Background: an optimization exercise with open tools, aiming at small area, a short achievable clock period and few clock cycles per item. Do not read the settings as production practice.
Only simulation tests tie the RTL to the original design; equivalence was not proved.

==> flow/design.v, too long to show whole: its modules and the start of the top module <==
// module depth_quant: 1120 lines
module depth_quant (
    input             clk,
    input             rst,
    input             start,
    input      [31:0] n,
    input      [31:0] xform_base,
    input      [31:0] pos_base,
    input      [31:0] keys_base,
    input      [31:0] idx_base,
    output            busy,
    output reg        mem_valid,
    output reg        mem_we,
    output     [31:0] mem_addr,
    output     [31:0] mem_wdata,
    input             mem_ready,
    input      [31:0] mem_rdata
);
  // ...
==> flow/flow/run.sh <==
#!/bin/bash
# The standard layout (standard.sh: ORFS synthesis to the final layout) with
# two optimisation settings changed; the clock and constraints are unchanged:
# - the resizer is asked for 18.8 ns of setup slack instead of 0, so that it
#   sizes and buffers the long paths;
# - ports are buffered with buf_2 instead of the default delay buffer.
export SETUP_SLACK_MARGIN=18.8
export BUFFER_PORTS_ARGS="-buffer_cell sky130_fd_sc_hd__buf_2"
bash standard.sh > standard.log 2>&1
==> flow/standard.sh <==
#!/bin/bash
# synth_recipe.tcl (not shown) runs the flow's synth.tcl, then flattens the netlist and writes it again
# the make line also repeats each setting of config.mk as NAME=value (left out here)
make -C /OpenROAD-flow-scripts/flow DESIGN_CONFIG=/design/flow/config.mk WORK_HOME=/design/flow/orfs CLKGATE_MAP_FILE= SYNTH_SCRIPT=/design/flow/synth_recipe.tcl "${@:-finish}"
==> flow/config.mk <==
export PLATFORM = sky130hd
export DESIGN_NAME = depth_quant
export DESIGN_NICKNAME = depth_quant
export VERILOG_FILES = /design/flow/design.v
export SDC_FILE = /design/flow/constraint.sdc
export NUM_CORES = 8
export LEC_CHECK = 0
export CAP_MARGIN = 20
export CORE_MARGIN = 2
export CORE_UTILIZATION = 25
export SLEW_MARGIN = 20
==> flow/constraint.sdc <==
create_clock -name core_clock -period 25.0 [get_ports {clk}]
set_input_delay 5.0000 -clock core_clock [delete_from_list [all_inputs] [get_ports {clk}]]
set_output_delay 5.0000 -clock core_clock [all_outputs]
set_load 0.01 [all_outputs]
==> run summary, run 1 <==
- Post-DP Area: approximately 0.077 mm²
- Max stage delay on crit path: between 0.5 and 0.6 ns
- Post-route setup slack: approximately 19 ns
- Largest family of logic cells by synthesized area: compound AO/OA/AOI/OAI gates
- CTS root buffer: clkbuf_16
- Non-filler cells, final: 11700
- Die Width: 539 µm
- Multiplexer area fraction after synthesis: 0.0711
- Most frequent cells in the layout: nand2_1 (735), edfxtp_1 (680), xnor2_1 (467)
- Footprint of the multi-input gates: between 0.04 and 0.05 mm²
- Worst r2r src: g[2]
- Relative slew margins: 0.233
- WHS: slightly above 0.4 ns
- Critical Path Sink: mem_wdata[6]
- Fmax: approximately 0.15 GHz
- Critical path class: register to output port
- Crit path arrival time: around 1.5 ns
- All-layer global routing usage: 0.196
- Status: finished clean
- Slew @ Worst Pin: about 1.1 ns
- WL final: 301000 µm
- Post-DR wirelength/cell: ~26 µm
Testbench counts, summed over its fixed seeds: cycles 19,212, items 2,620.
==> inputs of run 2 (changes only) <==
--- a/flow/design.v
+++ b/flow/design.v
@@ -35,23 +35,24 @@
     reg        kfirst, ifirst, rdone, lastw;
     reg [31:0] m0, m1, m2;
     reg [1:0]  mph;
     reg [31:0] rd;
     reg [52:0] MS, MC;
     reg        Pj;          
     reg [4:0]  Pd;
     reg        Psg;
-    reg [81:0] acc;
+    reg [73:0] acc;
+    reg [7:0]  cap8;        
     reg        fnan, fpinf, fninf, fbo;
     reg [2:0]  inz;
-    reg [4:0]  ix0, ix1, ix2;
+    reg [5:0]  ix0, ix1, ix2;
     reg        zv, rv, pend, mmv;
     reg [31:0] rkey, minr, maxr;
-    reg [4:0]  wcnt;
+    reg [5:0]  wcnt;
     reg [2:0]  done;
     reg        stk, zf, of, fbA, hug, tflag, tsign, fblast;
     reg [1:0]  rmode, fj;
     reg [2:0]  g;
     reg        idxdone, f2, zR, slowall;
     reg [4:0]  jc;
     reg        brw, sq_up, av, bv, cv, ev, redo;
     reg        p2m, fbm;    
@@ -69,19 +70,19 @@
     wire        c_nan  = (&ce) & (|rd[22:0]);
     wire        c_inf  = (&ce) & ~(|rd[22:0]);
     wire        c_zero = ~(|rd[30:0]);
     wire        p_nan  = m_nan | c_nan | (m_inf & c_zero) | (c_inf & m_zero);
     wire        p_inf  = ~p_nan & (m_inf | c_inf);
     wire        p_sg   = m0[31] ^ rd[31];
     wire        p_nz   = ~p_nan & ~p_inf & ~m_zero & ~c_zero;
     wire [8:0]  s289   = {1'b0, me[7:1], me[0] | ~(|me)} + {1'b0, ce[7:1], ce[0] | ~(|ce)} + 9'd1;
-    wire [4:0]  p_ix   = s289[8:4];
-    wire [3:0]  p_lo   = s289[3:0];
-    wire        p_inw  = (p_ix == 5'd15) | (p_ix == 5'd16);
+    wire [5:0]  p_ix   = s289[8:3];
+    wire [2:0]  p_lo   = s289[2:0];
+    wire        p_inw  = (p_ix >= 6'd30) & (p_ix <= 6'd32);
     wire [23:0] opA = {p2m ? m0[23] : (|me), m0[22:0]};
     wire [23:0] opB = {p2m ? rd[23] : (|ce), rd[22:0]};
     wire [26:0] bx = {2'b00, opB, 1'b0};
     reg  [25:0] bro0, bro1, bro2, bro3, bro4, bro5, bro6, bro7, bro8, bro9, bro10, bro11, bro12;
     reg  [12:0] bneg_r;
     reg  [25:0] brr [0:12];
     reg  [24:0] bmag;
     integer bi;
@@ -697,50 +698,50 @@
     wire dt_s595 = 1'b1 ^ dt_c504 ^ dt_s505;
     wire dt_c596 = (1'b1 & dt_c504) | (1'b1 & dt_s505) | (dt_c504 & dt_s505);
     wire dt_s597 = bro11[25] ^ bro12[23] ^ dt_c506;
     wire dt_c598 = (bro11[25] & bro12[23]) | (bro11[25] & dt_c506) | (bro12[23] & dt_c506);
     wire dt_s599 = bro12[24] ^ 1'b1;
     wire dt_c600 = bro12[24] & 1'b1;
     assign mt_s = {bro12[25], dt_c598, dt_c596, dt_c594, dt_c592, dt_c590, dt_c588, dt_c586, dt_c584, dt_c582, dt_c580, dt_c578, dt_c576, dt_c574, dt_c572, dt_c570, dt_c568, dt_c566, dt_c564, dt_c562, dt_c560, dt_c558, dt_c556, dt_c554, dt_c552, dt_c550, dt_c548, dt_c546, dt_c544, dt_c542, dt_c540, dt_c538, dt_c536, dt_c534, dt_c532, dt_c530, dt_c528, dt_c526, dt_c524, dt_c522, dt_c520, dt_c518, dt_c516, dt_c514, dt_c512, dt_c510, dt_c508, bneg_r[1], bro0[1], bro0[0]};
     assign mt_c = {dt_c600, dt_s599, dt_s597, dt_s595, dt_s593, dt_s591, dt_s589, dt_s587, dt_s585, dt_s583, dt_s581, dt_s579, dt_s577, dt_s575, dt_s573, dt_s571, dt_s569, dt_s567, dt_s565, dt_s563, dt_s561, dt_s559, dt_s557, dt_s555, dt_s553, dt_s551, dt_s549, dt_s547, dt_s545, dt_s543, dt_s541, dt_s539, dt_s537, dt_s535, dt_s533, dt_s531, dt_s529, dt_s527, dt_s525, dt_s523, dt_s521, dt_s519, dt_s517, dt_s515, dt_s513, dt_s511, dt_s509, dt_s507, 1'b0, bneg_r[0]};
-    wire [81:0] hiMask  = ({82{1'b1}} << Pd) << 50;
-    wire [81:0] shS     = {29'd0, MS} << {Pd[4:2], 2'b00};
-    wire [81:0] shC     = ({29'd0, MC} << {Pd[4:2], 2'b00}) | ({82{Pj}} & hiMask);
-    wire [81:0] xS      = Psg ? ~shS : shS;
-    wire [81:0] xC      = Psg ? ~shC : shC;
+    wire [73:0] hiMask  = ({74{1'b1}} << Pd) << 50;
+    wire [73:0] shS     = {21'd0, MS} << {Pd[4:2], 2'b00};
+    wire [73:0] shC     = ({21'd0, MC} << {Pd[4:2], 2'b00}) | ({74{Pj}} & hiMask);
+    wire [73:0] xS      = Psg ? ~shS : shS;
+    wire [73:0] xC      = Psg ? ~shC : shC;
     wire        acc_ld  = (sv[S_P1Z]) | ((sv[S_P2W]) & cv);
-    wire [81:0] aA      = acc_ld ? 82'd0 : acc;
-    wire [81:0] c3s     = aA ^ xS ^ xC;
-    wire [81:0] c3c     = (aA & xS) | (aA & xC) | (xS & xC);
-    wire [81:0] acc_sum = c3s + {c3c[80:0], Psg} + {81'd0, Psg};
+    wire [73:0] aA      = acc_ld ? 74'd0 : acc;
+    wire [73:0] c3s     = aA ^ xS ^ xC;
+    wire [73:0] c3c     = (aA & xS) | (aA & xC) | (xS & xC);
+    wire [73:0] acc_sum = c3s + {c3c[72:0], Psg} + {73'd0, Psg};
     reg [32:0] rV;
     reg        rh, rs, rovf;
     always @(*) begin
         rovf = 1'b0;
         case (rmode)
-            2'd0: begin rV = acc[81:49]; rh = acc[48]; rs = |acc[47:0]; end
+            2'd0: begin rV = {{8{acc[73]}}, acc[73:49]}; rh = acc[48]; rs = |acc[47:0]; end
             2'd1: begin
-                rV = acc[33:1]; rh = acc[0]; rs = stk;
-                rovf = ~((&acc[81:33]) | ~(|acc[81:33]));
+                rV = {acc[25:0], cap8[7:1]}; rh = cap8[0]; rs = stk;
+                rovf = ~((&acc[73:25]) | ~(|acc[73:25]));
             end
-            default: begin rV = {tflag, tflag, acc[31:1]}; rh = acc[0]; rs = stk; end
+            default: begin rV = {tflag, tflag, acc[23:0], cap8[7:1]}; rh = cap8[0]; rs = stk; end
         endcase
     end
     wire        rup   = rh & (rs | rV[0]);
     wire [33:0] rsum  = {rV[32], rV} + {33'd0, rup};
     wire        r_shi = ~rsum[33] & (rsum[32] | rsum[31]);
     wire        r_slo = rsum[33] & ~(rsum[32] & rsum[31]);
     reg  [31:0] rnd_key;
     always @(*) begin
         if (fnan | (fpinf & fninf))  rnd_key = 32'd0;
         else if (fpinf)              rnd_key = 32'h7FFF_FFFF;
         else if (fninf)              rnd_key = 32'h8000_0000;
         else if (rmode == 2'd3)      rnd_key = tsign ? 32'h8000_0000 : 32'h7FFF_FFFF;
-        else if (rovf)               rnd_key = acc[81] ? 32'h8000_0000 : 32'h7FFF_FFFF;
+        else if (rovf)               rnd_key = acc[73] ? 32'h8000_0000 : 32'h7FFF_FFFF;
         else if (r_shi)              rnd_key = 32'h7FFF_FFFF;
         else if (r_slo)              rnd_key = 32'h8000_0000;
         else                         rnd_key = rsum[31:0];
     end
     wire        q2up  = acc[30] & (|acc[29:0]);
     wire [8:0]  q2w   = ({4'd0, acc[46:42]} + 9'd2) * {5'd0, {1'b0, dext} + 4'd1};
     wire [14:0] q2win = {1'b0, acc[29:16]} + {6'd0, q2w};
     wire        q2amb = ~zR & ((~acc[30] & q2win[14]) | (acc[30] & ~(|acc[29:0])));
@@ -769,24 +770,24 @@
     always @(*) begin
         T[31] = maxr[31];
         for (ti = 30; ti >= 0; ti = ti - 1) T[ti] = T[ti+1] | maxr[ti];
         kcalc = 6'd0;
         for (ti = 0; ti < 31; ti = ti + 1)
             if (T[ti] & ~T[ti+1]) kcalc = kcalc | (ti + 1);
         if (T[31]) kcalc = kcalc | 6'd32;
     end
-    wire due0 = inz[0] & ~done[0] & ((ix0 == wcnt) | ((wcnt == 5'd18) & (ix0 == 5'd19)));
-    wire due1 = inz[1] & ~done[1] & ((ix1 == wcnt) | ((wcnt == 5'd18) & (ix1 == 5'd19)));
-    wire due2 = inz[2] & ~done[2] & ((ix2 == wcnt) | ((wcnt == 5'd18) & (ix2 == 5'd19)));
+    wire due0 = inz[0] & ~done[0] & ((ix0 == wcnt) | ((wcnt == 6'd37) & ((ix0 == 6'd38) | (ix0 == 6'd39))));
+    wire due1 = inz[1] & ~done[1] & ((ix1 == wcnt) | ((wcnt == 6'd37) & ((ix1 == 6'd38) | (ix1 == 6'd39))));
+    wire due2 = inz[2] & ~done[2] & ((ix2 == wcnt) | ((wcnt == 6'd37) & ((ix2 == 6'd38) | (ix2 == 6'd39))));
     wire anydue = due0 | due1 | due2;
     wire [1:0] duej = due0 ? 2'd0 : due1 ? 2'd1 : 2'd2;
-    wire huge_now = (inz[0] & (ix0 >= 5'd20)) | (inz[1] & (ix1 >= 5'd20)) | (inz[2] & (ix2 >= 5'd20));
+    wire huge_now = (inz[0] & (ix0 >= 6'd40)) | (inz[1] & (ix1 >= 6'd40)) | (inz[2] & (ix2 >= 6'd40));
     wire fbflag = fbo & ~(fnan | fpinf | fninf);
-    wire fbend  = ~anydue & (wcnt == (fbA ? 5'd31 : 5'd18));
+    wire fbend  = ~anydue & (wcnt == (fbA ? 6'd63 : 6'd37));
     wire tz     = ~(|acc) & zf;
     wire tm1    = (&acc) & of;
     wire [30:0] c_inc  = c + 31'd1;
     wire        c_last = (c_inc == nr);
     reg        nv, nwe;
     reg [4:0]  nst;
     reg [1:0]  abase;
     reg [4:0]  aoff;
@@ -976,33 +977,33 @@
     end
     wire rd_hold = (sv[S_SLI]) | (sv[S_SLT]) | (sv[S_SLA1]) | (sv[S_SLA2]) |
                    (sv[S_SLQ]) | (sv[S_SLQ2]);
     wire rd_dif  = (sv[S_SLD]) | ((sv[S_P2W]) & av);
     wire rd_max  = (sv[S_GAP]) & (g == 3'd0);
     wire [31:0] rdm = dres[31:0];
     always @(posedge clk) if (adv & ~rd_hold)
         rd <= rd_dif ? rdm : rd_max ? maxr : mem_rdata;
-    wire [4:0] nPd = p2m ? d2r : {p_ix[0] ^ (~fbm | wcnt[0]), p_lo};
+    wire [4:0] nPd = p2m ? d2r : {p_ix[1:0] - (fbm ? wcnt[1:0] : 2'b10), p_lo};
     always @(posedge clk) if (adv & (mul1 | (sv[S_FBM]) | mul2)) begin
         MS  <= {3'd0, mt_s} << nPd[1:0];
         MC  <= {3'd0, mt_c} << nPd[1:0];
         Pj  <= ({1'b0, mt_s[49:48]} + {1'b0, mt_c[49:48]}) >= 3'd3;
         Pd  <= nPd;
         Psg <= p_sg & ~mul2;
     end
     wire rem_init = (sv[S_GAP]) & (g == 3'd2);
     wire rem_step = dorec | sdiv;
     wire rem_wr   = rem_init | rem_step | (sv[S_SLI]) | (sv[S_SLA1]) | ((sv[S_SLA2]) & brw);
     wire [32:0] rem_nx = rem_init ? {1'b0, (T >> 1) & ~(T >> 17)} :
                          (sv[S_SLI]) ? {2'b00, rd[31:1]} :
                          (rem_step & ~dge) ? dA[32:0] : dres[32:0];
     always @(posedge clk) if (adv & (do_add | do_sl | do_clr | rem_wr))
-        acc <= do_clr ? 82'd0 : do_sl ? {{16{acc[81]}}, acc[81:16]} :
-               rem_wr ? {acc[81:33], rem_nx} : acc_sum;
+        acc <= do_clr ? 74'd0 : do_sl ? {{8{acc[73]}}, acc[73:8]} :
+               rem_wr ? {acc[73:33], rem_nx} : acc_sum;
     always @(posedge clk) if (adv) begin
         if (mul1) begin
             fnan  <= (p_nan               | (~sv[S_P1Y] & fnan));
             fpinf <= ((p_inf & ~p_sg)     | (~sv[S_P1Y] & fpinf));
             fninf <= ((p_inf &  p_sg)     | (~sv[S_P1Y] & fninf));
             fbo   <= ((p_nz & ~p_inw)     | (~sv[S_P1Y] & fbo));
         end else if ((sv[S_SETUP]) | ((sv[S_FBX]) & (mph == 2'd0)))
             fbo <= 1'b0;
@@ -1043,33 +1044,34 @@
         if (((sv[S_P1X]) | (sv[S_P1E])) & fbflag) begin
             fblast <= (sv[S_P1E]);
             hug    <= huge_now;
             fbA    <= huge_now;
             tflag  <= 1'b0;
         end
         if (sv[S_SETUP]) rmode <= 2'd0;
         if ((sv[S_FBI]) | do_clr) begin
-            wcnt <= 5'd0; done <= 3'd0; stk <= 1'b0;
+            wcnt <= 6'd0; done <= 3'd0; stk <= 1'b0;
         end
         if (sv[S_FBI]) begin zf <= 1'b1; of <= 1'b1; end
         if ((sv[S_FBS]) & anydue) fj <= duej;
         if ((sv[S_FBS]) & fbend) begin
             if (fbA) begin
                 if (tz | tm1) begin tflag <= tm1; fbA <= 1'b0; end
-                else begin rmode <= 2'd3; tsign <= acc[81]; end
+                else begin rmode <= 2'd3; tsign <= acc[73]; end
             end else
                 rmode <= hug ? 2'd2 : 2'd1;
         end
         if (do_sl) begin
-            wcnt <= wcnt + 5'd1;
-            if (~fbA) stk <= stk | (|acc[15:0]);
-            if (fbA & (wcnt >= 5'd20)) begin
-                zf <= zf & ~(|acc[15:0]);
-                of <= of & (&acc[15:0]);
+            wcnt <= wcnt + 6'd1;
+            if (~fbA & (wcnt == 6'd36)) cap8 <= acc[7:0];
+            else if (~fbA) stk <= stk | (|acc[7:0]);
+            if (fbA & (wcnt >= 6'd40)) begin
+                zf <= zf & ~(|acc[7:0]);
+                of <= of & (&acc[7:0]);
             end
         end
         if (sv[S_FBA]) done[fj] <= 1'b1;
         if ((sv[S_FBX]) & (mph == 2'd0)) rmode <= 2'd0;
     end
     always @(posedge clk) if (adv) begin
         if (sv[S_SETUP]) g <= 3'd0;
         else if (sv[S_GAP]) begin
==> run summary, run 2 <==
- Max stage delay on crit path: 0.55 ns (+0.02 ns)
- Critical path class: register to output port
- Pin count of the biggest net entering global routing: between 80 and 90
- Fin crit share: 0.262
- Share of the synthesized area in the top cell type: 0.292
- Largest register by flop count: acc
- 1st-iter DRT viols: between 8000 and 9000
- Row cnt: roughly 190
- Post-synthesis register bit count: just over 700
- Largest registers: acc: 74 flops, MC: 52 flops, MS: 52 flops
- Cell Chain, Critical Path: buf_6
- Top cell type by total area after synthesis: edfxtp_1
- Unique cell type count in the Yosys netlist: 108
- Starting Density: 0.252
- Post-DR wirelength/cell: 25.3 µm (-1.3%)
- Final hold viol count: 0
- Post-synth EDFFs: roughly 680
- DR DRC count: 0
- Clk buf depth: 3
- Clock Latency Late Sink: about 0.80 ns
- Worst-path maximum fanout: 2
- Clock sink count: slightly above 700
- Cell Area, Synth: 0.0704 mm²
- Top-count cell post-synth: nand2_1
- Max_cap viols: 0
- Final min period: between 6 and 7 ns
- Syn-to-layout area delta: 14.6%
- Core Region: 0.280 mm²
- Fin nets: 8647
- Initial antenna violation count: 14
- All-layer global routing usage: 0.198 (+0.00224)
- Clock-pin slew on the worst setup and hold paths: 0.06 ns
- Die area: about 0.29 mm²
- # fillers: 29700
- Hold Buf Count CTS: 0
- Setup Viol. Count Final: 0
- Synth Warn #: 2
- Crit. path cell count: 1
- CTS buffer count: 86
- Relative slew margins: 0.233 (-0.000393)
- Buffers on Ports: about 250
- Vias in the first global route: 59700
- R2R depth: 11
- Via count: 62400
- Avg Cell Area, Syn: between 9 and 10 µm²
- Final ANT Viol Nets: 0
- Synth Flop Type: edfxtp_1
- Crit path arrival time: 1.54 ns (+0.05 ns)
- Io pins: roughly 260
- Slew Viols, Final: 0
- Top Layer Used: met5
- Fmax: 0.153 GHz (-0.75%)
- Die height: around 530 µm
- Register area share after synthesis: 0.302
- Hold Path Class: register to register
- Post-DP Area: 0.0758 mm² (-1.3%)
- Final HPWL DP: roughly 220000 µm
- Skew final: a little over 0.1 ns
- CP endpoint kind: output port
- Most frequent cells in the layout: nand2_1 (805), edfxtp_1 (684), xnor2_1 (489)
- Startpoint Class: register
- Slew @ Worst Pin: 1.15 ns (+0.0108 ns)
- Cell family with most CP delay: flip-flops
- WL final: 293000 µm (-2.5%)
- WHS: 0.391 ns (-0.0236 ns)
- Gpl congestion: about 1.0
- Status: finished clean
- H-tree Lvls: 3
- Metal3 WL: 30000 µm
- CTS root buffer: clkbuf_16
- Post-synth top cells: nand2_1 (807), edfxtp_1 (684), xnor2_1 (493), a21oi_1 (482), inv_1 (471)
- Buf/Inv on CP: 1
- First-pass DRT Iterations: 6
- Die Width: 535 µm (-0.76%)
- First-pass GRT wire length: 421000 µm
- WL met2: ~130000 µm
- M1 wire length: roughly 120000 µm
- TNS Setup: 0 ns
- RSZ-0062 raised after global routing: true
- Hold-critical path depth: 0
- CP Data Required Time: 20.00 ns
- Post-Synthesis Cells: a little under 8000
- CTS tree: built
- Commonest non-fill, non-tap cell in the layout: nand2_1
- Max reg flops: 74
- Grt ovf: 0
- Share of cells above drive strength 1: 0.121
- Via/cell ratio: around 5.4
- CP max-delay cell: edfxtp_1
- Asr flop ratio synth: 0
- Post-route cell area: ~0.081 mm²
- Synth top area cells: edfxtp_1 (29%), fa_1 (9.5%), xnor2_1 (6.1%)
## run 2: metrics by stage
stage	utilization	setup slack [ns]	cells
after floorplan	-	17.46	7744
after global placement	0.271	16.88	11300
after detailed placement	0.271	16.85	11300
after CTS	0.286	18.46	11500
after global routing	0.288	18.47	11600
final	0.288	18.46	11600
## run 2: kinds of logic after synthesis
| group | count (synthesis) | share of synthesized area |
|---|---|---|
| and+or+nand+nor | 2130 | 0.144 |
| buffers and inverters | 1059 | 0.0573 |
| AOI/OAI and AO/OA | 1942 | 0.177 |
| DFF | 719 | 0.302 |
| adders and majority gates | 663 | 0.153 |
| xor gates and xnor gates | 763 | 0.0970 |
| muxes | 466 | 0.0692 |
| other | 1 | 0.0000532 |
## run 2: routing by layer
metal,vias up,track usage
li1,27600,-
met4,6,0.0878
met2,3448,0.306
met1,30700,0.266
met3,611,0.0397
met5,-,0.000333
## run 2: cell type report
cell class / instances / area (µm²) / share of cell area
tap: 3724 / 4660 / 0.0577
inverter: 481 / 1840 / 0.0228
sequential: 719 / 21300 / 0.263
timing repair inverter: 1 / 7.51 / 0.0000930
antenna: 9 / 22.5 / 0.000279
clock buffer: 104 / 2230 / 0.0276
multi-input combinational: 5970 / 46000 / 0.570
clock inverter: 53 / 659 / 0.00817
timing repair buffer: 529 / 4010 / 0.0496
## run 2: path summary, 6_finish.rpt
kind,slack [ns],from,to
worst max-delay path,18.46,rkey[21],mem_wdata[21]
worst min-delay path,0.39,m2[16],m1[16]
worst max register to register,18.86,acc[32],acc[21]
worst min register to register,0.39,m2[16],m1[16]
## run 2: repair_timing
| action | CTS | global route |
|---|---|---|
| gates cloned | 9 | 3 |
| endpoints found under the setup margin | 606 | 371 |
| gates resized for setup | 173 | 78 |
| setup buffers | 65 | 35 |
| pin swaps | 11 | 6 |
## run 2: worst register-to-register path, delay by kind of cell, from the launching register on
family	cells	cell delay (ns)
AND/OR/NAND/NOR	7	3.50
AO/OA/AOI/OAI	3	1.31
flip-flops	1	0.78
buffers and inverters	1	0.32
Testbench counts of run 2, summed over its fixed seeds: cycles 19,212, items 2,620.
==> inputs of run 3 (changes only) <==
==> flow/flow/run.sh (replaced) <==
#!/bin/bash
# The standard layout (standard.sh: ORFS synthesis to the final layout) with
# two optimisation settings changed; the clock and constraints are unchanged:
# - the resizer is asked for 18.4 ns of setup slack instead of 0, so that it
#   sizes and buffers the long paths;
# - ports are buffered with buf_2 instead of the default delay buffer.
export SETUP_SLACK_MARGIN=18.4
export BUFFER_PORTS_ARGS="-buffer_cell sky130_fd_sc_hd__buf_2"
bash standard.sh > standard.log 2>&1
==> run summary, run 3 <==
- Final hold viol count: 0 (unchanged)
- Core Region: 0.280 mm² (unchanged)
- R2R depth: 18 (+7)
- Post-Synthesis Cells: 7743 (unchanged)
- Final ANT Viol Nets: 0 (unchanged)
- Cell Chain, Critical Path: buf_2
- First-pass GRT wire length: 419000 µm (-0.47%)
- Cell Area, Synth: 0.0704 mm² (unchanged)
- Hold Buf Count CTS: 0 (unchanged)
- Row cnt: 194 (unchanged)
- Max reg flops: 74 (unchanged)
- All-layer global routing usage: 0.197 (-0.00131)
- Cell family with most CP delay: flip-flops
- Share of the synthesized area in the top cell type: 0.292 (unchanged)
- CP endpoint kind: output port
- DR DRC count: 0 (unchanged)
- Fmax: 0.151 GHz (-1.1%)
- Starting Density: 0.252 (unchanged)
- WHS: 0.407 ns (+0.0162 ns)
- Via/cell ratio: 5.38 (about the same)
- Largest register by flop count: acc
- Synth Flop Type: edfxtp_1
- Slew Viols, Final: 0 (unchanged)
- RSZ-0062 raised after global routing: true
- Core Util, Final: 0.284 (-0.00468)
- Initial antenna violation count: 17 (+3)
- Buffers on Ports: 251 (unchanged)
- TNS Setup: 0 ns (unchanged)
- Crit. path cell count: 1 (unchanged)
- Hold-critical path depth: 0 (unchanged)
- Avg Cell Area, Syn: 9.10 µm² (unchanged)
- R2R Path End: acc[1]
- Clk buf depth: 3 (unchanged)
- Clock sink count: 719 (unchanged)
- Critical path class: register to output port
- Grt ovf: 0 (unchanged)
- Hold Startpoint: m2[22]
- Gpl congestion: 0.993 (-2.4%)
- Crit path arrival time: 1.61 ns (+0.07 ns)
- Share of cells above drive strength 1: 0.108 (-0.0132)
- Die height: 535 µm (unchanged)
- Setup Viol. Count Final: 0 (unchanged)
- Post-synth EDFFs: 684 (unchanged)
- Max_cap viols: 0 (unchanged)
- Syn-to-layout area delta: 12.7%
- Vias in the first global route: 59600 (-0.25%)
- Startpoint Class: register
- Hold EP: m1[22]
- Final HPWL DP: 216000 µm (about the same)
- Io pins: 263 (unchanged)
- WL final: 291000 µm (-0.59%)
- 1st-iter DRT viols: 8137 (-0.95%)
- Worst r2r src: g[2]
- Register area share after synthesis: 0.302 (unchanged)
- Via count: 62000 (-0.72%)
- Fin nets: 8573 (-0.86%)
- Clock Latency Late Sink: 0.78 ns (-0.02 ns)
- First-pass DRT Iterations: 6 (unchanged)
- Die Width: 535 µm (unchanged)
- Post-synthesis register bit count: 719 (unchanged)
- Final min period: 6.61 ns (+0.0715 ns)
- Hold Path Class: register to register
- Pin count of the biggest net entering global routing: 100 (+23%)
- Post-DR wirelength/cell: 25.3 µm (about the same)
- Worst-path maximum fanout: 2 (unchanged)
- Top cell type by total area after synthesis: edfxtp_1
- Skew final: 0.0810 ns (-0.0219 ns)
- Largest registers: acc: 74 flops, MC: 52 flops, MS: 52 flops
- Commonest non-fill, non-tap cell in the layout: nand2_1
- Synth top area cells: edfxtp_1 (29%), fa_1 (9.5%), xnor2_1 (6.1%)
- Slew @ Worst Pin: 1.21 ns (+0.0539 ns)
- Most frequent cells in the layout: nand2_1 (806), edfxtp_1 (684), xnor2_1 (493)
- CP max-delay cell: edfxtp_1
- Clock-pin slew on the worst setup and hold paths: 0.07 ns (about the same)
- Buf/Inv on CP: 1 (unchanged)
- H-tree Lvls: 3 (unchanged)
- CTS root buffer: clkbuf_16
- CTS tree: built
- Post-synth top cells: nand2_1 (807), edfxtp_1 (684), xnor2_1 (493), a21oi_1 (482), inv_1 (471)
- Fin crit share: 0.264 (+0.00286)
- CTS buffer count: 86 (unchanged)
- Asr flop ratio synth: 0 (unchanged)
- Top-count cell post-synth: nand2_1
- Unique cell type count in the Yosys netlist: 108 (unchanged)
- Status: finished clean
- CP Data Required Time: 20.00 ns (about the same)
- R2R setup slack: 18.48 ns (-0.38 ns)
- Die area: 0.286 mm² (unchanged)
- # fillers: 29800 (+0.45%)
- Max stage delay on crit path: 0.57 ns (+0.02 ns)
- Relative slew margins: 0.191 (-0.0417)
- Synth Warn #: 2 (unchanged)
-- run 3: how the worst max path moves through the flow --
| stage | slack, ns | startpoint | end |
|---|---|---|---|
| 2_1_floorplan | 17.46 | mem_ready | MC[0] |
| 6_report | 18.39 | rkey[24] | mem_wdata[24] |
| 3_5_place_dp | 17.13 | Pd[2] | acc[67] |
| 5_1_grt | 18.30 | Pd[2] | acc[66] |
| 3_3_place_gp | 16.98 | Pd[2] | acc[67] |
| 4_1_cts | 18.36 | Pd[2] | acc[67] |
-- run 3: cell families after synthesis --
family | count (synthesis) | share of synthesized area
DFF | 719 | 0.302
adders and majority gates | 663 | 0.153
AOI/OAI and AO/OA | 1942 | 0.177
and+or+nand+nor | 2130 | 0.144
xor gates and xnor gates | 763 | 0.0970
other | 1 | 0.0000532
muxes | 466 | 0.0692
buffers and inverters | 1059 | 0.0573
-- run 3: final cells by class --
cell class | instances | area, µm² | area share
Clock inverter | 54 | 649 | 0.00818
Tap cell | 3724 | 4660 | 0.0587
Clock buffer | 107 | 2350 | 0.0296
Sequential cell | 719 | 21200 | 0.268
Inverter | 481 | 1820 | 0.0229
Antenna cell | 5 | 12.5 | 0.000158
Timing Repair Buffer | 460 | 3010 | 0.0379
Multi-Input combinational cell | 5966 | 45700 | 0.575
-- run 3: timing repair --
item | 4_1_cts | 5_1_grt
resized for setup | 48 | 38
endpoints found under the setup margin | 261 | 250
gates cloned | 1 | 0
setup buffers | 35 | 6
pin swaps | 2 | 0
-- run 3: layer usage --
metal	part of all wire	GRT usage	vias up
met2	0.44	0.308	3260
met3	0.094	0.0371	600
met1	0.41	0.263	30600
met5	0.000093	0	-
li1	-	-	27500
met4	0.050	0.0847	4
-- run 3: stage by stage --
step / cells / setup WS (ns) / area [µm²]
CTS: 11500 / 18.36 / 79200
global placement: 11300 / 16.98 / 75700
finish: 11500 / 18.39 / 79400
floorplan: 7744 / 17.46 / 70600
global route: 11500 / 18.30 / 79400
detailed placement: 11300 / 17.13 / 75700
==> inputs of run 4 (changes only) <==
==> flow/flow/run.sh (replaced) <==
#!/bin/bash
# The standard layout (standard.sh: ORFS synthesis to the final layout) with
# two optimisation settings changed; the clock and constraints are unchanged:
# - the resizer is asked for 18.6 ns of setup slack instead of 0, so that it
#   sizes and buffers the long paths;
# - ports are buffered with buf_2 instead of the default delay buffer.
export SETUP_SLACK_MARGIN=18.6
export BUFFER_PORTS_ARGS="-buffer_cell sky130_fd_sc_hd__buf_2"
bash standard.sh > standard.log 2>&1
--- a/flow/config.mk
+++ b/flow/config.mk
@@ -8,4 +8,4 @@
 export CAP_MARGIN = 20
 export CORE_MARGIN = 2
-export CORE_UTILIZATION = 25
+export CORE_UTILIZATION = 40
 export SLEW_MARGIN = 20
==> run summary, run 4 <==
- Via/cell ratio: 6.17 (+15%)
- Core Region: 0.176 mm² (-37%)
- Max_cap viols: 0 (unchanged)
- Max stage delay on crit path: 0.44 ns (-0.13 ns)
- TNS Setup: 0 ns (unchanged)
- CTS buffer count: 89 (+3.5%)
- Asr flop ratio synth: 0 (unchanged)
- Max reg flops: 74 (unchanged)
- Final min period: 6.58 ns (-0.0285 ns)
- Cell Chain, Critical Path: buf_8, nor2b_4, buf_12, clkinv_16, buf_16, nand2_4, or4_4, a21oi_4, nand3_4, buf_6, nor3_4, or4_4, buf_12, buf_12
- Fin crit share: 0.263 (-0.00114)
- Top cell type by total area after synthesis: edfxtp_1
- Setup Viol. Count Final: 0 (unchanged)
- Hold Startpoint: m2[11]
- Synth Flop Type: edfxtp_1
- Share of the synthesized area in the top cell type: 0.292 (unchanged)
- Unique cell type count in the Yosys netlist: 108 (unchanged)
- Post-synthesis register bit count: 719 (unchanged)
- Critical path class: input pin to register
- Final ANT Viol Nets: 0 (unchanged)
- Cell Area, Synth: 0.0704 mm² (unchanged)
- GR Util met1: 0.423 (+0.160)
- Starting Density: 0.401 (+0.150)
- DR DRC count: 0 (unchanged)
- Largest registers: acc: 74 flops, MC: 52 flops, MS: 52 flops
- Status: finished clean
- Hold EP: m1[11]
- 1st-iter DRT viols: 7683 (-5.6%)
- Die area: 0.179 mm² (-37%)
- Slew @ Worst Pin: 1.18 ns (-0.0222 ns)
- Skew final: 0.0606 ns (-0.0204 ns)
- Register area share after synthesis: 0.302 (unchanged)
- Post-synth top cells: nand2_1 (807), edfxtp_1 (684), xnor2_1 (493), a21oi_1 (482), inv_1 (471)
- RSZ-0062 raised after global routing: true
- Post-DR wirelength/cell: 29.3 µm (+16%)
- Fmax: 0.152 GHz (+0.43%)
- Relative slew margins: 0.206 (+0.0149)
- CP Data Required Time: 25.44 ns (+5.44 ns)
- Fin nets: 8627 (+0.63%)
- Die Width: 424 µm (-21%)
- Grt ovf: 0 (unchanged)
- Placed cell count: 9931 (-12%)
- Crit-path most repeated cell: buf_12
- Clock sink count: 719 (unchanged)
- Worst-path maximum fanout: 6 (+4)
- WL final: 299000 µm (+2.5%)
- Io pins: 263 (unchanged)
- R2R Path End: acc[25]
- Synth Warn #: 2 (unchanged)
- Startpoint Class: input pin
- Syn-to-layout area delta: 11.4%
- Hold Path Class: register to register
- Row cnt: 154 (-21%)
- Top Usage Layer GRT: met2
- Met3 usage: 0.0636 (+0.0265)
- Crit path arrival time: 7.03 ns (+5.42 ns)
- Gpl congestion: 1.04 (+4.7%)
- Post-synth EDFFs: 684 (unchanged)
- Synth top area cells: edfxtp_1 (29%), fa_1 (9.5%), xnor2_1 (6.1%)
- All-layer global routing usage: 0.323 (+0.126)
- First-pass DRT Iterations: 8 (+2)
- Vias in the first global route: 60800 (+2.0%)
- Share of cells above drive strength 1: 0.115 (+0.00703)
- CP max-delay cell: or4_4
- Via count: 62900 (+1.4%)
- Final hold viol count: 0 (unchanged)
- Met2 track demand over resource: 0.508 (+0.201)
- Top-count cell post-synth: nand2_1
- Post-route cell area: 0.0785 mm² (-1.1%)
- CP endpoint kind: register
- Most frequent cells in the layout: nand2_1 (805), edfxtp_1 (684), xnor2_1 (491)
- Clock-pin slew on the worst setup and hold paths: 0.06 ns (about the same)
- Post-Synthesis Cells: 7743 (unchanged)
- Commonest non-fill, non-tap cell in the layout: nand2_1
- R2R depth: 18 (unchanged)
- Initial antenna violation count: 21 (+4)
- First-pass GRT wire length: 428000 µm (+2.0%)
- R2R setup slack: 18.63 ns (+0.15 ns)
- Worst r2r src: g[0]
- # fillers: 16900 (-43%)
- Clk buf depth: 3 (unchanged)
- Non-filler cells, final: 10200 (-12%)
- Hold-critical path depth: 0 (unchanged)
- Avg Cell Area, Syn: 9.10 µm² (unchanged)
- H-tree Lvls: 3 (unchanged)
- Slew Viols, Final: 0 (unchanged)
- Largest register by flop count: acc
- Post-DP Area: 0.0740 mm² (-2.2%)
- Final HPWL DP: 221000 µm (+2.2%)
- Die height: 424 µm (-21%)
- Clock Latency Late Sink: 0.76 ns (-0.02 ns)
- CTS root buffer: clkbuf_16
- Buffers on Ports: 251 (unchanged)
- Pin count of the biggest net entering global routing: 106 (+6.0%)
- CTS tree: built
## run 4: cell count changes in the layout (fill, tap and decap cells not counted), sizes merged
cell	previous run	this run
clkinvlp	9	5
bufbuf	1	3
or2	49	50
clkbuf	109	106
buf	457	504
or4	11	12
clkinv	35	49
bufinv	7	8
inv	484	479
diode	5	9
## run 4: cells by family after synthesis
kind of cell             after synthesis  share of synthesized area
AND/OR/NAND/NOR                     2130                      0.144
adder cells (fa/ha/maj)              663                      0.153
AO/OA/AOI/OAI                       1942                      0.177
flip-flops                           719                      0.302
XOR/XNOR                             763                     0.0970
other                                  1                  0.0000532
buffers and inverters               1059                     0.0573
multiplexers                         466                     0.0692
## run 4: how the worst max path moves through the flow
stage	start	end	slack, ns	cells past startpoint
after global placement	mem_ready	minr[5]	15.89	11
after detailed placement	mem_ready	minr[25]	15.83	11
after floorplan	mem_ready	MC[0]	17.46	4
final	mem_ready	minr[5]	18.42	14
after CTS	mem_ready	minr[5]	18.40	13
after global routing	mem_ready	minr[5]	18.40	14
## run 4: critical path, delay by kind of cell
family	cells	cell delay (ns)
compound gates	1	0.21
simple gates	6	1.05
buf+inv	7	0.74
## run 4: metrics by stage
stage	util	hold slack (ns)	setup WS (ns)
2_1_floorplan	-	0.400	17.46
3_3_place_gp	0.422	0.402	15.89
3_5_place_dp	0.422	0.405	15.83
4_1_cts	0.445	0.417	18.40
5_1_grt	0.447	0.424	18.40
6_report	0.447	0.416	18.42
## run 4: what timing repair did
item | 4_1_cts | 5_1_grt
gates cloned | 7 | 1
setup buffers | 62 | 15
endpoints found under the setup margin | 544 | 260
pin swaps | 7 | 7
hold buffers | 0 | 0
gates resized for setup | 94 | 45
## run 4: layer usage
layer | up-vias | part of all wire
met5 | - | 0.00063
met4 | 26 | 0.059
met3 | 743 | 0.091
met2 | 3551 | 0.45
met1 | 31000 | 0.40
li1 | 27600 | -
## run 4: layout make-up
type	instances	area, µm²	area share
Antenna cell	9	22.5	0.000287
Multi-Input combinational cell	5968	45800	0.584
Timing Repair Buffer	507	3600	0.0459
Timing Repair inverter	2	23.8	0.000303
Clock inverter	58	636	0.00810
Clock buffer	106	2370	0.0303
Tap cell	2340	2930	0.0373
Inverter	481	1840	0.0235
Sequential cell	719	21300	0.271
==> inputs of run 5 (changes only) <==
--- a/flow/config.mk
+++ b/flow/config.mk
@@ -8,4 +8,4 @@
 export CAP_MARGIN = 20
 export CORE_MARGIN = 2
-export CORE_UTILIZATION = 40
+export CORE_UTILIZATION = 25
 export SLEW_MARGIN = 20
==> run summary, run 5 <==
- Row cnt: 194 (+26%)
- Commonest non-fill, non-tap cell in the layout: nand2_1
- Asr flop ratio synth: 0 (unchanged)
- 1st-iter DRT viols: 7734 (+0.66%)
- Share of cells above drive strength 1: 0.111 (-0.00454)
- Max reg flops: 74 (unchanged)
- Final HPWL DP: 215000 µm (-2.4%)
- H-tree Lvls: 3 (unchanged)
- Grt ovf: 0 (unchanged)
- First-pass GRT wire length: 419000 µm (-2.0%)
- Largest register by flop count: acc
- CP Data Required Time: 20.00 ns (-5.44 ns)
- Slew Viols, Final: 0 (unchanged)
- TNS Setup: 0 ns (unchanged)
- Clock Latency Late Sink: 0.74 ns (-0.02 ns)
- Starting Density: 0.252 (-0.150)
- Fmax: 0.154 GHz (+1.6%)
- Clock sink count: 719 (unchanged)
- Slew @ Worst Pin: 1.17 ns (-0.00823 ns)
- Post-Synthesis Cells: 7743 (unchanged)
- CTS tree: built
- Max_cap viols: 0 (unchanged)
- WL final: 291000 µm (-2.5%)
- Via count: 61900 (-1.5%)
- Post-DR wirelength/cell: 25.2 µm (-14%)
- CP endpoint kind: output port
- CTS buffer count: 85 (-4.5%)
- Share of the synthesized area in the top cell type: 0.292 (unchanged)
- Post-synthesis register bit count: 719 (unchanged)
- Crit path arrival time: 1.48 ns (-5.55 ns)
- Worst-path maximum fanout: 2 (-4)
- Die area: 0.286 mm² (+59%)
- CTS root buffer: clkbuf_16
- Post-DP Area: 0.0756 mm² (+2.1%)
- Via/cell ratio: 5.37 (-13%)
- Post-synth EDFFs: 684 (unchanged)
- DR DRC count: 0 (unchanged)
- Cell Area, Synth: 0.0704 mm² (unchanged)
- Critical path class: register to output port
- Clk buf depth: 3 (unchanged)
- Clock-pin slew on the worst setup and hold paths: 0.06 ns (about the same)
- Top-count cell post-synth: nand2_1
- Post-route cell area: 0.0796 mm² (+1.5%)
- Vias in the first global route: 59700 (-1.8%)
- Buf/Inv on CP: 1 (-6)
- Startpoint Class: register
- Pin count of the biggest net entering global routing: 107 (+0.94%)
- Hold Path Class: register to register
- Cell family with most CP delay: flip-flops
- Die Width: 535 µm (+26%)
- First-pass DRT Iterations: 6 (-2)
- All-layer global routing usage: 0.196 (-0.126)
- Final hold viol count: 0 (unchanged)
- Max stage delay on crit path: 0.53 ns (+0.09 ns)
- Top cell type by total area after synthesis: edfxtp_1
- Skew final: 0.0633 ns (+0.00277 ns)
- Die height: 535 µm (+26%)
- Largest registers: acc: 74 flops, MC: 52 flops, MS: 52 flops
- Initial antenna violation count: 14 (-33%)
- RSZ-0062 raised after global routing: true
- Fin crit share: 0.259 (-0.00412)
- Hold Buf Count CTS: 0 (unchanged)
- Synth Flop Type: edfxtp_1
- Synth Warn #: 2 (unchanged)
- Non-filler cells, final: 11500 (+13%)
- Most frequent cells in the layout: nand2_1 (806), edfxtp_1 (684), xnor2_1 (493)
- Cell Chain, Critical Path: buf_6
- CP max-delay cell: edfxtp_1
- Gpl congestion: 1.01 (-3.3%)
- Syn-to-layout area delta: 13.1%
- Io pins: 263 (unchanged)
- Synth top area cells: edfxtp_1 (29%), fa_1 (9.5%), xnor2_1 (6.1%)
- Buffers on Ports: 251 (unchanged)
- Placed cell count: 11300 (+14%)
- Avg Cell Area, Syn: 9.10 µm² (unchanged)
- Post-synth top cells: nand2_1 (807), edfxtp_1 (684), xnor2_1 (493), a21oi_1 (482), inv_1 (471)
- Core Region: 0.280 mm² (+59%)
- Status: finished clean
- Final ANT Viol Nets: 0 (unchanged)
- Relative slew margins: 0.217 (+0.0112)
- Final min period: 6.48 ns (-0.103 ns)
- Setup Viol. Count Final: 0 (unchanged)
- Unique cell type count in the Yosys netlist: 108 (unchanged)
- Fin nets: 8597 (-0.35%)
- Register area share after synthesis: 0.302 (unchanged)
==> run 5: final cells by class <==
class | count | area [µm²]
clock inverters | 46 | 548
diodes | 11 | 27.5
repair inverters | 1 | 7.51
flip-flops and latches | 719 | 21300
fillers | 29600 | 200000
repair buffers | 481 | 3270
multi-input cells | 5969 | 45800
inverters | 481 | 1840
clock buffers | 104 | 2200
well taps | 3724 | 4660
==> run 5: repair_timing <==
action                     CTS  global route
pin swaps                    6             5
buffers inserted            55            16
gates cloned                 6             1
setup endpoints to repair  507           235
gates resized for setup     98            46
==> run 5: cell families (layout without fill, tap and decap cells) <==
group,Yosys count,count (layout),share of synthesized area
other,1,13,0.0000532
multiplexers,466,466,0.0692
buffers and inverters,1059,1113,0.0573
flip-flops,719,719,0.302
adder cells (fa/ha/maj),663,663,0.153
XOR/XNOR,763,763,0.0970
AND/OR/NAND/NOR,2130,2133,0.144
AO/OA/AOI/OAI,1942,1942,0.177
==> run 5: final timing paths <==
check	startpoint	endpoint	slack (ns)	cells past startpoint
hold / removal	m2[20]	m1[20]	0.41	0
hold reg to reg	m2[20]	m1[20]	0.41	0
setup reg to reg	Pd[2]	acc[67]	18.65	18
setup / recovery	rkey[28]	mem_wdata[28]	18.52	1
==> run 5: through the flow <==
step           worst slack, ns  utilization  hold WS [ns]
6_report                 18.52        0.285         0.410
5_1_grt                  18.45        0.284         0.419
4_1_cts                  18.47        0.283         0.415
3_5_place_dp             16.83        0.270         0.405
3_3_place_gp             16.86        0.270         0.401
2_1_floorplan            17.46            -         0.400
==> run 5: layer usage <==
| layer | wire length (µm) | share of wire | vias to the layer above | GRT usage |
|---|---|---|---|---|
| met5 | 0 | 0 | - | 0 |
| met4 | 14600 | 0.050 | 0 | 0.0894 |
| met3 | 28300 | 0.097 | 591 | 0.0374 |
| met2 | 129000 | 0.44 | 3272 | 0.305 |
| met1 | 119000 | 0.41 | 30500 | 0.263 |
| li1 | - | - | 27500 | - |

## afterwards: timing with drivers on the ports
Ports are ideal in the flow. The routed layouts listed here were re-timed in OpenROAD. Step 1: set_driving_cell puts a clkbuf_16 on clk and a buf_2 on each other input, an assumption about the parent block. Step 2 moves the port delays by t, midway between the first and last clock arrival at a register: inputs arrive t later, outputs are due t later. That takes back most of the time a late clock gives input paths. a / b / c = ideal ports / drivers / drivers and shift; a / b = the first two.
run | t, ns | slack for setup (ns) | worst setup path after step 2 | worst register clock-pin slew, ns | worst slew at a driven data input, ns
run 1 | 0.800 | 18.511 / 18.429 / 17.981 | input to register | 0.07 / 0.07 | 0.15
run 2 | 0.838 | 18.462 / 18.371 / 17.778 | input to register | 0.07 / 0.07 | 0.12
run 3 | 0.828 | 18.391 / 18.299 / 17.739 | input to register | 0.07 / 0.07 | 0.08
run 4 | 0.820 | 18.419 / 18.441 / 17.639 | input to register | 0.07 / 0.07 | 0.10
run 5 | 0.805 | 18.522 / 18.430 / 17.818 | input to register | 0.07 / 0.07 | 0.07
After both steps setup and hold are still met in every run listed. For run 4, which loses most, drivers alone change the setup slack by +0.022 ns; drivers and shift together by -0.780 ns.
